Background: an optimization exercise with open tools, aiming at small area, a short achievable clock period and few clock cycles. Do not read the settings as production practice.
Function was checked by simulation only, so behaviour that the tests miss may differ from the original.
Power figures rest on the tool's default switching activity, not on a simulated workload.

$ cat run.sh
#!/bin/bash
# synth_recipe.tcl (not shown) runs the flow's synth.tcl, then flattens the netlist and writes it again
# the make line also repeats each setting of config.mk as NAME=value (left out here)
make -C /OpenROAD-flow-scripts/flow DESIGN_CONFIG=/design/flow/config.mk WORK_HOME=/design/flow/orfs CLKGATE_MAP_FILE= SYNTH_SCRIPT=/design/flow/synth_recipe.tcl finish
$ cat config.mk
export PLATFORM = sky130hd
export DESIGN_NAME = rle_tx_encoder
export DESIGN_NICKNAME = rle_tx_encoder
export VERILOG_FILES = /design/flow/design.v
export SDC_FILE = /design/flow/constraint.sdc
export NUM_CORES = 4
export LEC_CHECK = 0
export CAP_MARGIN = 20
export CORE_MARGIN = 2
export CORE_UTILIZATION = 40
export SLEW_MARGIN = 20
$ cat constraint.sdc
create_clock -name core_clock -period 10.0 [get_ports {clk}]
set_input_delay 2.0000 -clock core_clock [delete_from_list [all_inputs] [get_ports {clk}]]
set_output_delay 2.0000 -clock core_clock [all_outputs]
set_load 0.01 [all_outputs]
$ cat design.v
module rle_tx_encoder (
    input  wire        clk,
    input  wire        rst,         
    input  wire        start,       
    input  wire        seg_new,     
    input  wire [15:0] width,       
    output wire        ready,
    output reg         rd_en,
    output reg  [15:0] rd_addr,
    input  wire [23:0] rd_data,
    output reg         out_valid,
    output reg  [7:0]  out_data,
    input  wire        out_ready,
    output wire [31:0] chk_value,
    output wire [31:0] byte_count
);
    localparam [16:0] X = 17'd65513;
    localparam [2:0] S_IDLE   = 3'd0,
                     S_SCAN   = 3'd1,
                     S_CTRL   = 3'd2,
                     S_RUNPX  = 3'd3,
                     S_RAWRD  = 3'd4,
                     S_RAWCAP = 3'd5,
                     S_RAWPX  = 3'd6;
    reg [2:0]  state;
    reg [15:0] w;           
    reg [15:0] s;           
    reg [15:0] ra;          
    reg [15:0] ak;          
    reg        rv;          
    reg        is_run;      
    reg [7:0]  cnt;         
    reg [23:0] v;           
    reg [23:0] prev;        
    reg [23:0] pix;         
    reg [7:0]  ri;          
    reg [1:0]  bsel;        
    reg [15:0] ca, cb, ci;
    reg [31:0] bc;
    assign ready      = (state == S_IDLE);
    assign chk_value  = {ca, cb};
    assign byte_count = bc;
    wire xfer = out_valid && out_ready;
    reg [23:0] epix;
    always @(*) begin
        out_valid = 1'b0;
        out_data  = 8'd0;
        epix      = (state == S_RUNPX) ? v : pix;
        case (state)
            S_CTRL: begin
                out_valid = 1'b1;
                out_data  = {is_run, cnt[6:0] - 7'd1};
            end
            S_RUNPX, S_RAWPX: begin
                out_valid = 1'b1;
                case (bsel)
                    2'd0:    out_data = epix[7:0];
                    2'd1:    out_data = epix[15:8];
                    default: out_data = epix[23:16];
                endcase
            end
            default: ;
        endcase
    end
    wire [15:0] raw_addr = s + {8'd0, ri};
    always @(*) begin
        rd_en   = 1'b0;
        rd_addr = 16'd0;
        if (state == S_SCAN && ra < w) begin
            rd_en   = 1'b1;
            rd_addr = ra;
        end else if (state == S_RAWRD) begin
            rd_en   = 1'b1;
            rd_addr = raw_addr;
        end
    end
    wire [17:0] a_sum  = {2'b00, ca} + {2'b00, ci} + {10'd0, out_data};
    wire [17:0] a_next = (a_sum >= {X, 1'b0}) ? a_sum - {X, 1'b0} :
                         (a_sum >= {1'b0, X}) ? a_sum - {1'b0, X} : a_sum;
    wire [16:0] b_sum  = {1'b0, cb} + a_next[16:0];
    wire [16:0] b_next = (b_sum >= X) ? b_sum - X : b_sum;
    wire [15:0] i_next = (ci == 16'd65512) ? 16'd0 : ci + 16'd1;
    always @(posedge clk) begin
        if (rst) begin
            ca <= 16'd0;
            cb <= 16'd1;
            ci <= 16'd1;
            bc <= 32'd0;
        end else if (state == S_IDLE && start && seg_new) begin
            ca <= 16'd0;
            cb <= 16'd1;
            ci <= 16'd1;
            bc <= 32'd0;
        end else if (xfer) begin
            ca <= a_next[15:0];
            cb <= b_next[15:0];
            ci <= i_next;
            bc <= bc + 32'd1;
        end
    end
    wire [15:0] off      = ak - s;              
    wire        last     = (ak + 16'd1 == w);   
    wire [15:0] pkt_end  = s + {8'd0, cnt};
    always @(posedge clk) begin
        if (rst) begin
            state  <= S_IDLE;
            w      <= 16'd0;
            s      <= 16'd0;
            ra     <= 16'd0;
            ak     <= 16'd0;
            rv     <= 1'b0;
            is_run <= 1'b0;
            cnt    <= 8'd0;
            v      <= 24'd0;
            prev   <= 24'd0;
            pix    <= 24'd0;
            ri     <= 8'd0;
            bsel   <= 2'd0;
        end else begin
            case (state)
                S_IDLE: begin
                    if (start) begin
                        w     <= width;
                        s     <= 16'd0;
                        ra    <= 16'd0;
                        rv    <= 1'b0;
                        state <= S_SCAN;
                    end
                end
                S_SCAN: begin
                    rv <= rd_en;
                    ak <= ra;
                    if (rd_en)
                        ra <= ra + 16'd1;
                    if (rv) begin
                        if (off == 16'd0) begin
                            v    <= rd_data;
                            prev <= rd_data;
                            if (last) begin
                                is_run <= 1'b0;
                                cnt    <= 8'd1;
                                state  <= S_CTRL;
                            end
                        end else if (off == 16'd1) begin
                            prev <= rd_data;
                            if (rd_data == v) begin
                                is_run <= 1'b1;
                                cnt    <= 8'd2;
                            end else begin
                                is_run <= 1'b0;
                                cnt    <= last ? 8'd2 : 8'd1;
                            end
                            if (last)
                                state <= S_CTRL;
                        end else if (is_run) begin
                            if (rd_data == v) begin
                                cnt <= cnt + 8'd1;
                                if (cnt == 8'd127 || last)
                                    state <= S_CTRL;
                            end else begin
                                state <= S_CTRL;
                            end
                        end else begin
                            prev <= rd_data;
                            if (rd_data == prev) begin
                                state <= S_CTRL;
                            end else if (cnt == 8'd127) begin
                                cnt   <= 8'd128;
                                state <= S_CTRL;
                            end else if (last) begin
                                cnt   <= cnt + 8'd2;
                                state <= S_CTRL;
                            end else begin
                                cnt <= cnt + 8'd1;
                            end
                        end
                    end
                end
                S_CTRL: begin
                    rv   <= 1'b0;
                    bsel <= 2'd0;
                    ri   <= 8'd0;
                    if (out_ready)
                        state <= is_run ? S_RUNPX : S_RAWRD;
                end
                S_RUNPX, S_RAWPX: begin
                    if (out_ready) begin
                        if (bsel == 2'd2) begin
                            bsel <= 2'd0;
                            if (state == S_RAWPX && ri + 8'd1 != cnt) begin
                                ri    <= ri + 8'd1;
                                state <= S_RAWRD;
                            end else begin
                                s  <= pkt_end;
                                ra <= pkt_end;
                                state <= (pkt_end == w) ? S_IDLE : S_SCAN;
                            end
                        end else begin
                            bsel <= bsel + 2'd1;
                        end
                    end
                end
                S_RAWRD: state <= S_RAWCAP;
                S_RAWCAP: begin
                    pix   <= rd_data;
                    state <= S_RAWPX;
                end
                default: state <= S_IDLE;
            endcase
        end
    end
endmodule
==> run summary <==
==> per-layer routing <==
layer	routed length, um	part of all wire [%]
met1	25400	46
met2	25500	47
met3	2670	4.9
met4	1270	2.3
met5	0	0
==> final timing paths <==
kind            start  endpoint  slack (ns)  depth (start not counted)
max          state[0]     cb[9]        0.77                         32
min            pix[7]    pix[7]        0.46                          2
max reg2reg  state[0]     cb[9]        0.77                         32
min reg2reg    pix[7]    pix[7]        0.46                          2
==> cells by family (layout without fill, tap and decap cells) <==
logic type      count (synthesis)  in the layout  synth area share (%)
simple gates                  865            865                  23.3
compound gates                567            567                  20.1
flops                         239            239                  27.3
xor+xnor                      216            216                  10.8
buf+inv                       214            308                  4.71
fa+ha+maj                     116            116                  8.83
mux                            77             77                  4.98
==> through the flow <==
step	power [uW]	utilization, %	hold WS, ns	setup slack [ns]	instances
2_1_floorplan	2360	-	0.433	1.68	2294
3_3_place_gp	2910	44.8	0.446	1.27	2918
3_5_place_dp	2930	44.8	0.447	0.892	2918
4_1_cts	4050	47.1	0.455	0.823	2973
5_1_grt	4300	47.1	0.477	0.0416	2973
6_report	4030	47.1	0.455	0.765	2973
==> flip-flops by register name (all words and copies together), names as in the netlist <==
name,flops
ak,16
bc,32
bsel,2
ca,16
cb,16
ci,16
cnt,8
is_run,1
pix,24
prev,24
ra,16
ri,8
rv,1
s,16
state,3
v,24
w,16
==> layout make-up <==
class / instances / area [um^2]
clock buffers: 44 / 863
clock inverters: 11 / 138
fillers: 4384 / 22800
inverters: 102 / 383
multi-input cells: 1841 / 12000
flip-flops and latches: 239 / 4780
well taps: 585 / 732
repair buffers: 151 / 1470
==> worst max-delay path: cells and delay by family (launching register included) <==
family / cells / cell delay (ns)
simple gates: 6 / 1.53
xor+xnor: 3 / 1.12
flops: 1 / 0.33
fa+ha+maj: 4 / 1.58
buf+inv: 3 / 0.51
compound gates: 15 / 3.83
mux: 1 / 0.21
==> synthesized netlist by cell type, drive strengths merged (12+ instances only) <==
cell,number,area [um^2]
a211oi,21,180
a21boi,12,90.1
a21o,27,203
a21oi,196,985
a31oi,18,119
and2,19,119
and3,31,194
and4,15,131
buf,18,90.1
clkbuf,94,354
dfxtp,239,4780
fa,13,260
ha,103,1290
inv,100,375
mux2i,66,661
nand2,282,1060
nand2b,31,194
nand3,79,395
nand4,35,225
nor2,230,866
nor3,44,220
nor3b,12,90.1
nor4,23,150
o211ai,21,158
o21a,29,218
o21ai,142,714
or3,23,144
xnor2,141,1230
xor2,75,657
==> power by group through the flow <==
| stage | Sequential (uW) | Clock (uW) | Combinational (uW) |
|---|---|---|---|
| 2_1_floorplan | 1120 | 0 | 1240 |
| 6_report | 1150 | 1100 | 1780 |
| 3_3_place_gp | 1160 | 0 | 1740 |
| 3_5_place_dp | 1170 | 0 | 1760 |
| 4_1_cts | 1150 | 1130 | 1770 |
| 5_1_grt | 1160 | 1170 | 1980 |
==> layout by cell type (no fill, tap or decap), drive strengths merged, types with 35 or more instances in the layout <==
master         Yosys  routed
nor2             230     230
nand3             79      79
nand4             35      35
inv              100     100
xor2              75      75
mux2i             66      66
ha               103     103
clkbuf            94      44
a21oi            196     196
nand2            282     282
nor3              44      44
o21ai            142     142
clkdlybuf4s50      0     134
xnor2            141     141
dfxtp            239     239
==> flow_metrics.tcl <==
set metrics [dict create \
    drv_slew 0 \
    antenna_cells 0 \
    io-pin-count 136 \
    dieWidth_um 213 \
    clockBufferDepth 3 \
    ant_nets 0 \
    grt_max_degree 96 \
    clk_pin_slew_ns 0.07 \
    grt_pass1_vias 16057 \
    met1_usage_pct 32.0 \
    synthArstFlopShare_pct 0 \
    holdCritPathClass "reg -> reg" \
    post-route-period-util_pct 92.3 \
    rsz0062_at_grt "no" \
    row_count 76 \
    coreArea_um2 43200 \
    drt-pass1-iter-count 5 \
    relSlewSlack_pct 27.4 \
    synth-warning-count 1 \
    yosysSeqAreaShare_pct 27.3 \
    design_area_um2 20300 \
    totalWireLength_mm 54.9 \
    slowest_delay_ns 0.68 \
    ctsHoldBuffers 0 \
    cp_data_arrival_time_ns 9.74 \
    dr_total_vias 16724 \
    port_buffers 135 \
    drv_cap 0 \
    dp.final_hpwl_mm 41.2 \
    htreeDepth 1 \
    cp-start-kind "flip-flop" \
    cp_slowest_cell "xor2_1" \
    min_period_ns 9.23 \
    worstSkewPairLatency_ns 0.60 \
    cts_buffers 30 \
    grt_use_met2_pct 39.8 \
    cts_setup_buffers 0 \
    die_height_um 213 \
    global_route.peak_usage_layer "met2" \
    finClkSkew_ns 0.0375 \
    dieArea_um2 45600 \
    synthCells 2294 \
    critical_path_class "reg -> reg" \
    antenna_found_initial 0 \
    switching_share_pct 41.7 \
    ys_types 84 \
    synth_area_um2 17500 \
    clock.fmax_mhz 108 \
    setup_viol 0 \
    synth_nets 2455 \
    gp_congestion 0.920 \
    fin_tns_setup_ns 0 \
    comb_power_share_pct 44.2 \
    p_clk_share_pct 27.4 \
    cts_tree "done" \
    syn_area_per_cell_um2 7.65 \
    hold_viol 0 \
    grt_pass1_wl_mm 87.0 \
    start_util_pct 40.6 \
    vias_per_cell 5.63 \
    path_max_fanout 20 \
    cts-root-buf "clkbuf_16" \
    grt_overflow 0 \
    synth_edf_count 0 \
    worst_slew_pin_slew_ns 1.09 \
    cp-end-kind "flip-flop" \
    drive_gt1_share_pct 4.27 \
    nets 2526 \
    peakVddDrop_mv 0.162 \
    drcViolationCount 0 \
    p_int_uw 2350 \
    p_per_area_nw_per_um2 198 \
    outcome "finished clean" \
    grt_usage_pct 23.8 \
    use_met3_pct 3.47 \
    required_ns 10.50 \
    synth.ff_latch_count 239 \
    pwr-share-seq_pct 28.5 \
    wire_per_inst_um 18.5 \
    dpl_cell_area_um2 19300 \
    leakage_uw 0.00760 \
    drt_iter0_drc 1155 \
    clkSinkCount 239 \
    power_switching_uw 1680 \
    areaGrowthSynthToFinish_pct 15.9 \
    dominantRegCellSynth "dfxtp_1" \
    ctsResizeCount 0 \
]
Testbench counts, summed over its fixed seeds: cycles 110,954.

## port drivers added, routing unchanged
Ports are ideal in the flow. The routed layout listed here was re-timed in OpenROAD.
Step 1 (the two cells are an assumption about what drives the block):
set clk [get_ports {clk}]
set_driving_cell -lib_cell sky130_fd_sc_hd__clkbuf_16 $clk
set_driving_cell -lib_cell sky130_fd_sc_hd__buf_2 [delete_from_list [all_inputs] $clk]
Step 2 also shifts input and output timing later by t, the mid clock arrival at the registers, as if the neighbouring blocks saw the same clock.
a / b / c = no drivers / after step 1 / after step 2; a / b = the first two.
t, ns: 0.640
setup slack, ns: 0.765 / 0.765 / 0.765
worst hold slack (ns): 0.455 / 0.455 / 0.455
worst setup path at the end: register to register
worst data-port slew with drivers (ns): 0.04
After both steps this run still meets setup and hold. For this run, drivers alone change the setup slack by 0.000 ns; drivers and shift together by 0.000 ns.
